From an optimization exercise on the open Yosys and OpenROAD flow, aimed at small area, a short achievable clock period and few clock cycles; shortcuts taken in it are not production practice.
RTL that was checked went through simulation tests only; none was proved equivalent to the original.
Power figures rest on the tool's default switching activity, not on a simulated workload.

==> willow: inputs <==
==> flow/design.v (excerpt) <==
module lwc_spe (
    input  wire       clk,
    input  wire       rst,             
    input  wire       req_valid,
    output wire       req_ready,
    input  wire [1:0] req_op,          
    input  wire [7:0] req_in_len,
    input  wire [7:0] req_key_len,
    input  wire [7:0] req_ad_len,
    input  wire [7:0] req_nonce_len,   
    output reg  [1:0] buf_sel,         
    output reg  [7:0] buf_addr,
    input  wire [7:0] buf_data,
    output wire       res_valid,
    input  wire       res_ready,
    output wire [7:0] res_data,
    output wire       rsp_valid,
    input  wire       rsp_ready,
    output reg        rsp_ok,
    output reg  [3:0] rsp_err_class,
    output reg  [3:0] rsp_err_stage,
    output reg  [7:0] rsp_err_code,
    output wire       rsp_err_known,
    output reg        rsp_trace_valid,
    output reg        rsp_flags_valid,
    output reg        rsp_key_is_done,
    output reg        rsp_input_min_len,
    output wire       tx_valid,
    input  wire       tx_ready,
    output reg  [7:0] tx_data,
    output wire       tx_last,
    output wire       link_flush,
    input  wire       rx_valid,
    output wire       rx_ready,
    input  wire [7:0] rx_data,
    input  wire       rx_last,
    input  wire       rx_empty,        
    output wire       inst_arm,
    output wire       cap_req,
    input  wire       cap_done,
    input  wire       cap_timeout,
    output wire       inst_trace,
  ...
Settings: LEC_CHECK=0, ABC_AREA=1, CAP_MARGIN=20, CORE_MARGIN=2, CORE_UTILIZATION=65, CTS_CLUSTER_DIAMETER=50, CTS_CLUSTER_SIZE=25, SETUP_SLACK_MARGIN=4.4, SLEW_MARGIN=20; clock period 7.0 ns.
standard.sh (not shown) runs the stock make flow with config.mk's settings and CLKGATE_MAP_FILE= SYNTH_SCRIPT=/design/flow/synth_recipe.tcl, a recipe that flattens the netlist after the stock synthesis.
==> flow/flow/run.sh <==
#!/bin/bash
# The standard layout, with two changes to how the ports are buffered: each port
# gets a sky130_fd_sc_hd__buf_2 instead of the smallest buffer, and timing repair
# may resize cells across footprints. Every tool's output goes to flow_make.log
# here (and ORFS's own per-step logs under orfs/logs/).
set -euo pipefail
bash standard.sh MATCH_CELL_FOOTPRINT=0 \
    "BUFFER_PORTS_ARGS=-buffer_cell sky130_fd_sc_hd__buf_2" finish > flow_make.log 2>&1
==> xenon: changes against willow <==
--- a/flow/design.v
+++ b/flow/design.v
@@ -71,11 +71,11 @@
     reg        rsp_err_known_r;
     reg  [7:0] res_data_r;
     reg        tx_act;        
     reg  [1:0] hdr;           
     reg        scmd1;
-    reg        nopay;         
+    reg  [7:0] plen;          
     reg        src_fifo;      
     reg        arm_done;
     reg  [4:0] draws;         
     reg  [1:0] fcnt;
     reg  [2:0] cnt;           
@@ -87,12 +87,12 @@
     reg        ovf;
     reg  [7:0] res_mem [0:127];
     reg        msh;           
     reg        fetch;         
     reg  [1:0] mph;           
-    reg  [3:0] pad;           
-    reg  [2:0] tap;
+    reg  [2:0] pad;           
+    reg  [3:0] tap;
     reg  [7:0] sp;            
     reg  [1:0] occ;           
     assign req_ready     = req_ready_r;
     assign rsp_valid     = rsp_valid_r;
     assign link_flush    = link_flush_r;
@@ -108,11 +108,11 @@
     assign rsp_err_known = rsp_err_known_r;
     wire       tx_take  = tx_valid_r & tx_ready;
     wire       tx_done  = tx_take & tx_last_r;
     wire       tx_load  = tx_act & ~tx_done & (tx_take | ~tx_valid_r);
     wire       arm_ok   = (op != OP_ENC) | arm_done | inst_arm_r;
-    wire       pay_ok   = ~src_fifo | ((fcnt != 2'd0) & ((rem != 8'd1) | arm_ok));
+    wire       pay_ok   = ~src_fifo | ((fcnt != 2'd0) & ((plen != 8'd1) | arm_ok));
     wire       pay_load = tx_load & hdr[1] & pay_ok;
     wire       pop      = pay_load & src_fifo;
     wire [7:0] chunk    = (rem > CHUNK_SIZE) ? CHUNK_SIZE : rem;
     wire       rx_beat  = rx_valid & rx_ready_r;
     wire       rx_byte  = rx_beat & ~rx_empty;
@@ -123,18 +123,15 @@
     wire       drain    = (step == ST_PERF);
     wire       wr_now   = rx_byte & drain & tag_r & (cnt >= 3'd5);
     wire       ovf_fin  = ovf | (wr_now & wr_ptr[7]);
     wire       stored   = (drain & rx_ready_r & ~tag_r & (cnt >= 3'd2)) |
                           (step == ST_FACK) | (step == ST_CAP) | (step == ST_TRACE);
-    wire [3:0] mis      = wr_ptr[3:0] + pad;
+    wire [2:0] mis      = wr_ptr[2:0] + pad;
     wire [7:0] wr_m1    = wr_ptr - 8'd1;
     wire       res_take = res_valid_r & res_ready;
-    wire [1:0] occ_in   = occ + {1'b0, fetch};
-    wire [1:0] occ_nx   = occ_in - {1'b0, res_take};
-    wire       occ_nz   = occ_in[1] | (occ_in[0] & ~res_take);
-    wire       fetch_nx = (mph == 2'd2) & (wr_ptr != 8'd0) & (~occ_in[1] | res_take);
-    wire       res_last = res_take & (occ_in == 2'd1) & (wr_ptr == 8'd0);
+    wire [1:0] occ_nx   = occ + {1'b0, fetch} - {1'b0, res_take};
+    wire       fetch_nx = (mph == 2'd2) & (wr_ptr != 8'd0) & (occ_nx <= 2'd1);
     reg  [3:0] ack_stage;
     always @(*) begin
         case (step)
             ST_IN:   ack_stage = G_SET_INPUT;
             ST_KEY:  ack_stage = G_SET_KEY;
@@ -159,11 +156,11 @@
             res_mem[0] <= d3;
             for (k = 1; k < 128; k = k + 1)
                 res_mem[k] <= res_mem[k - 1];
         end
     end
-    wire [7:0] tap_byte = res_mem[{tap, 4'd15}];
+    wire [7:0] tap_byte = res_mem[{tap, 3'd7}];
     task fail;
         input [3:0] cls;
         input [3:0] stg;
         input       keep;       
         input       known;
@@ -182,35 +179,35 @@
         end
     endtask
     task frame;
         input [7:0] cmd;
         input       scmd;
-        input       none;
+        input [7:0] len;
         input       fifo;
         input [1:0] sel;
         input       clr;
         begin
             tx_act     <= 1'b1;
             tx_valid_r <= 1'b1;
             tx_data    <= cmd;
             tx_last_r  <= 1'b0;
             hdr        <= 2'd0;
             scmd1      <= scmd;
-            nopay      <= none;
+            plen       <= len;
             src_fifo   <= fifo;
             buf_sel    <= sel;
             if (clr) buf_addr <= 8'd0;
         end
     endtask
     task results;
         begin
             rsp_err_code <= 8'h00;
-            if (wr_ptr == 8'd0 && occ_in == 2'd0) begin
+            if (wr_ptr == 8'd0 && occ_nx == 2'd0) begin
                 rsp_valid_r <= 1'b1;
                 step        <= ST_RSP;
             end else begin
-                res_valid_r <= (occ_in != 2'd0);
+                res_valid_r <= (occ_nx != 2'd0);
                 step        <= ST_RES;
             end
         end
     endtask
     always @(posedge clk) begin
@@ -258,38 +255,37 @@
                     tx_data    <= {7'd0, scmd1};
                     tx_last_r  <= 1'b0;
                     hdr        <= 2'd1;
                     tx_valid_r <= 1'b1;
                 end else if (hdr == 2'd1) begin
-                    tx_data    <= nopay ? 8'd0 : (buf_sel != 2'd3) ? chunk : rem;
-                    tx_last_r  <= nopay;
+                    tx_data    <= plen;
+                    tx_last_r  <= (plen == 8'd0);
                     hdr        <= 2'd2;
                     tx_valid_r <= 1'b1;
                 end else if (pay_ok) begin
                     tx_data    <= src_fifo ? ((fcnt == 2'd2) ? d2 : d1) : buf_data;
-                    tx_last_r  <= (rem == 8'd1) ||
-                                  (buf_sel != 2'd3 && (buf_addr == 8'd99 || buf_addr == 8'd199));
-                    rem        <= rem - 8'd1;
+                    tx_last_r  <= (plen == 8'd1);
+                    plen       <= plen - 8'd1;
                     buf_addr   <= buf_addr + 8'd1;
                     tx_valid_r <= 1'b1;
                 end else begin
                     tx_valid_r <= 1'b0;
                 end
             end
             msh   <= 1'b0;
             fetch <= fetch_nx;
             occ   <= occ_nx;
-            if (mph == 2'd0) tap <= wr_m1[6:4];
+            if (mph == 2'd0) tap <= wr_m1[6:3];
             if (fetch_nx) begin
                 msh    <= 1'b1;
                 wr_ptr <= wr_ptr - 8'd1;
             end
-            if (mph == 2'd0 && stored) mph <= (mis == 4'd0) ? 2'd2 : 2'd1;
+            if (mph == 2'd0 && stored) mph <= (mis == 3'd0) ? 2'd2 : 2'd1;
             if (mph == 2'd1) begin
                 msh <= 1'b1;
-                pad <= pad + 4'd1;
-                if (mis == 4'd15) mph <= 2'd2;
+                pad <= pad + 3'd1;
+                if (mis == 3'd7) mph <= 2'd2;
             end
             if (fetch) begin
                 if (occ != 2'd0 && !(occ == 2'd1 && res_take)) sp <= tap_byte;
                 else                                           res_data_r <= tap_byte;
             end
@@ -396,43 +392,42 @@
                     end else if (step == ST_SACK) begin
                         rsp_err_code <= 8'h00;
                         rsp_valid_r  <= 1'b1;
                         step         <= ST_RSP;
                     end else if (rem != 8'd0) begin
-                        frame(role_tag, 1'b0, 1'b0, 1'b0, step[1:0] - 2'd2, 1'b0);
+                        frame(role_tag, 1'b0, chunk, 1'b0, step[1:0] - 2'd2, 1'b0);
+                        rem <= rem - chunk;
                     end else if (step == ST_IN && op == OP_HASH) begin
-                        frame(T_H, 1'b0, 1'b1, 1'b0, 2'd0, 1'b0);
+                        frame(T_H, 1'b0, 8'd0, 1'b0, 2'd0, 1'b0);
                         inst_arm_r <= 1'b1;
                         arm_done   <= 1'b0;
                         step       <= ST_PERF;
                     end else if (step == ST_IN) begin
                         if (key_len > KEY_LEN)
                             fail(C_CONFIG_LENGTH, G_SET_KEY, 1'b0, 1'b0);
                         else begin
-                            frame(T_K, 1'b1, 1'b1, 1'b0, 2'd1, 1'b1);
+                            frame(T_K, 1'b1, 8'd0, 1'b0, 2'd1, 1'b1);
                             rem  <= key_len;
                             step <= ST_KEY;
                         end
                     end else if (step == ST_KEY) begin
                         if (ad_len > MAX_AD_LEN)
                             fail(C_CONFIG_LENGTH, G_SET_AD, 1'b0, 1'b0);
                         else begin
-                            frame(T_A, 1'b1, 1'b1, 1'b0, 2'd2, 1'b1);
+                            frame(T_A, 1'b1, 8'd0, 1'b0, 2'd2, 1'b1);
                             rem  <= ad_len;
                             step <= ST_AD;
                         end
                     end else begin
                         step     <= ST_PERF;
                         arm_done <= 1'b0;
                         if (nonce_len == 8'd0) begin
-                            frame(T_P, op == OP_ENC, 1'b0, 1'b1, 2'd3, 1'b1);
-                            rem       <= {3'd0, NONCE_LEN};
+                            frame(T_P, op == OP_ENC, {3'd0, NONCE_LEN}, 1'b1, 2'd3, 1'b1);
                             draws     <= NONCE_LEN;
                             ent_req_r <= 1'b1;
                         end else begin
-                            frame(T_P, op == OP_ENC, 1'b0, 1'b0, 2'd3, 1'b1);
-                            rem        <= nonce_len;
+                            frame(T_P, op == OP_ENC, nonce_len, 1'b0, 2'd3, 1'b1);
                             inst_arm_r <= (op == OP_ENC);
                         end
                     end
                 end
                 endcase
@@ -446,11 +441,11 @@
                 rem             <= req_in_len;
                 nchunk          <= 8'd0;
                 wr_ptr          <= 8'd0;
                 ovf             <= 1'b0;
                 mph             <= 2'd0;
-                pad             <= 4'd0;
+                pad             <= 3'd0;
                 fetch           <= 1'b0;
                 occ             <= 2'd0;
                 rsp_ok          <= 1'b1;
                 rsp_err_class   <= 4'd0;
                 rsp_err_stage   <= 4'd0;
@@ -461,11 +456,11 @@
                 rsp_input_min_len <= 1'b0;
                 tx_data         <= (req_op == OP_STATUS) ? T_S : T_I;
                 tx_last_r       <= 1'b0;
                 hdr             <= 2'd0;
                 scmd1           <= (req_op != OP_STATUS);
-                nopay           <= 1'b1;
+                plen            <= 8'd0;
                 src_fifo        <= 1'b0;
                 buf_sel         <= 2'd0;
                 buf_addr        <= 8'd0;
                 if (req_valid) begin
                     req_ready_r  <= 1'b0;
@@ -493,12 +488,12 @@
                     step         <= ST_TRACE;
                 end
             end
             ST_TRACE: results();
             ST_RES: begin
-                res_valid_r <= occ_nz;
-                if (res_last) begin
+                res_valid_r <= (occ_nx != 2'd0);
+                if (res_take && occ_nx == 2'd0 && wr_ptr == 8'd0 && !fetch) begin
                     res_valid_r <= 1'b0;
                     rsp_valid_r <= 1'b1;
                     step        <= ST_RSP;
                 end
             end
==> flow/config.mk (replaced) <==
export PLATFORM = sky130hd
export DESIGN_NAME = lwc_spe
export DESIGN_NICKNAME = lwc_spe
export VERILOG_FILES = /design/flow/design.v
export SDC_FILE = /design/flow/constraint.sdc
export NUM_CORES = 4
export LEC_CHECK = 0
export CAP_MARGIN = 20
export CORE_MARGIN = 2
export CORE_UTILIZATION = 40
export SETUP_SLACK_MARGIN = 4.5
export SLEW_MARGIN = 20
==> comparison table <==
metric                                                        xenon         willow
Status                             no timing/DRC/antenna violations  no timing/DRC/antenna violations
Startpoint of the worst-slack reg-to-reg timing path      wr_ptr[0]         tap[2]
Period minus WS final                                       2.79 ns        2.79 ns
Top sig layer                                                  met5           met4
Share of the core filled with cells                           48.5%          75.6%
Worst Hold Margin                                          0.379 ns       0.384 ns
Crit path from                                            res_ready  res_data_r[2]
Buffer count from post-CTS setup fixing                          88             43
Number of iterations in the first detailed-routing pass           5              7
Fin nets                                                       2772           2806
Sequential power share                                        49.0%          52.3%
Clock group total power                                   0.00631 W      0.00594 W
Top-area cell type share of the netlist area                  82.2%          84.0%
Placement-stage worst setup slack                           2.86 ns        3.31 ns
Antenna diode instance count                                      2              1
Synth Register Bits                                            1214           1207
Layout cell share with drive strength beyond 1                23.6%          19.2%
Total die area                                           111000 µm²      66600 µm²
Testbench counts of willow, summed over its fixed seeds: cycles 73,899.
The RTL of xenon was laid out without a check of its function.

==> port drivers added, routing unchanged <==
No port has a modelled driver above. Below, the same layouts with a new extraction and two added sets of constraints. Step 1 assumes that a clkbuf_16 drives the clock port and a buf_2 every other input. Step 2, shift: input delay + t, output delay - t, t = (earliest + latest rising clock arrival at the registers) / 2. This alone moves slack from input paths to output paths. Three values: no drivers, after step 1, after step 2; two values: the first two.
| run | t (ns) | slack for setup (ns) | hold WS [ns] | slew at the worst register clock pin (ns) | worst data-port slew with drivers (ns) |
|---|---|---|---|---|---|
| willow | 0.727 | 4.207 / 4.142 / 3.704 | 0.384 / 0.384 / 0.384 | 0.10 / 0.10 | 0.04 |
| xenon | 0.750 | 4.210 / 4.187 / 3.463 | 0.379 / 0.379 / 0.379 | 0.07 / 0.07 | 0.08 |
After both steps setup and hold are still met in every run listed. For xenon, which loses most, drivers alone change the setup slack by -0.023 ns; drivers and shift together by -0.747 ns.
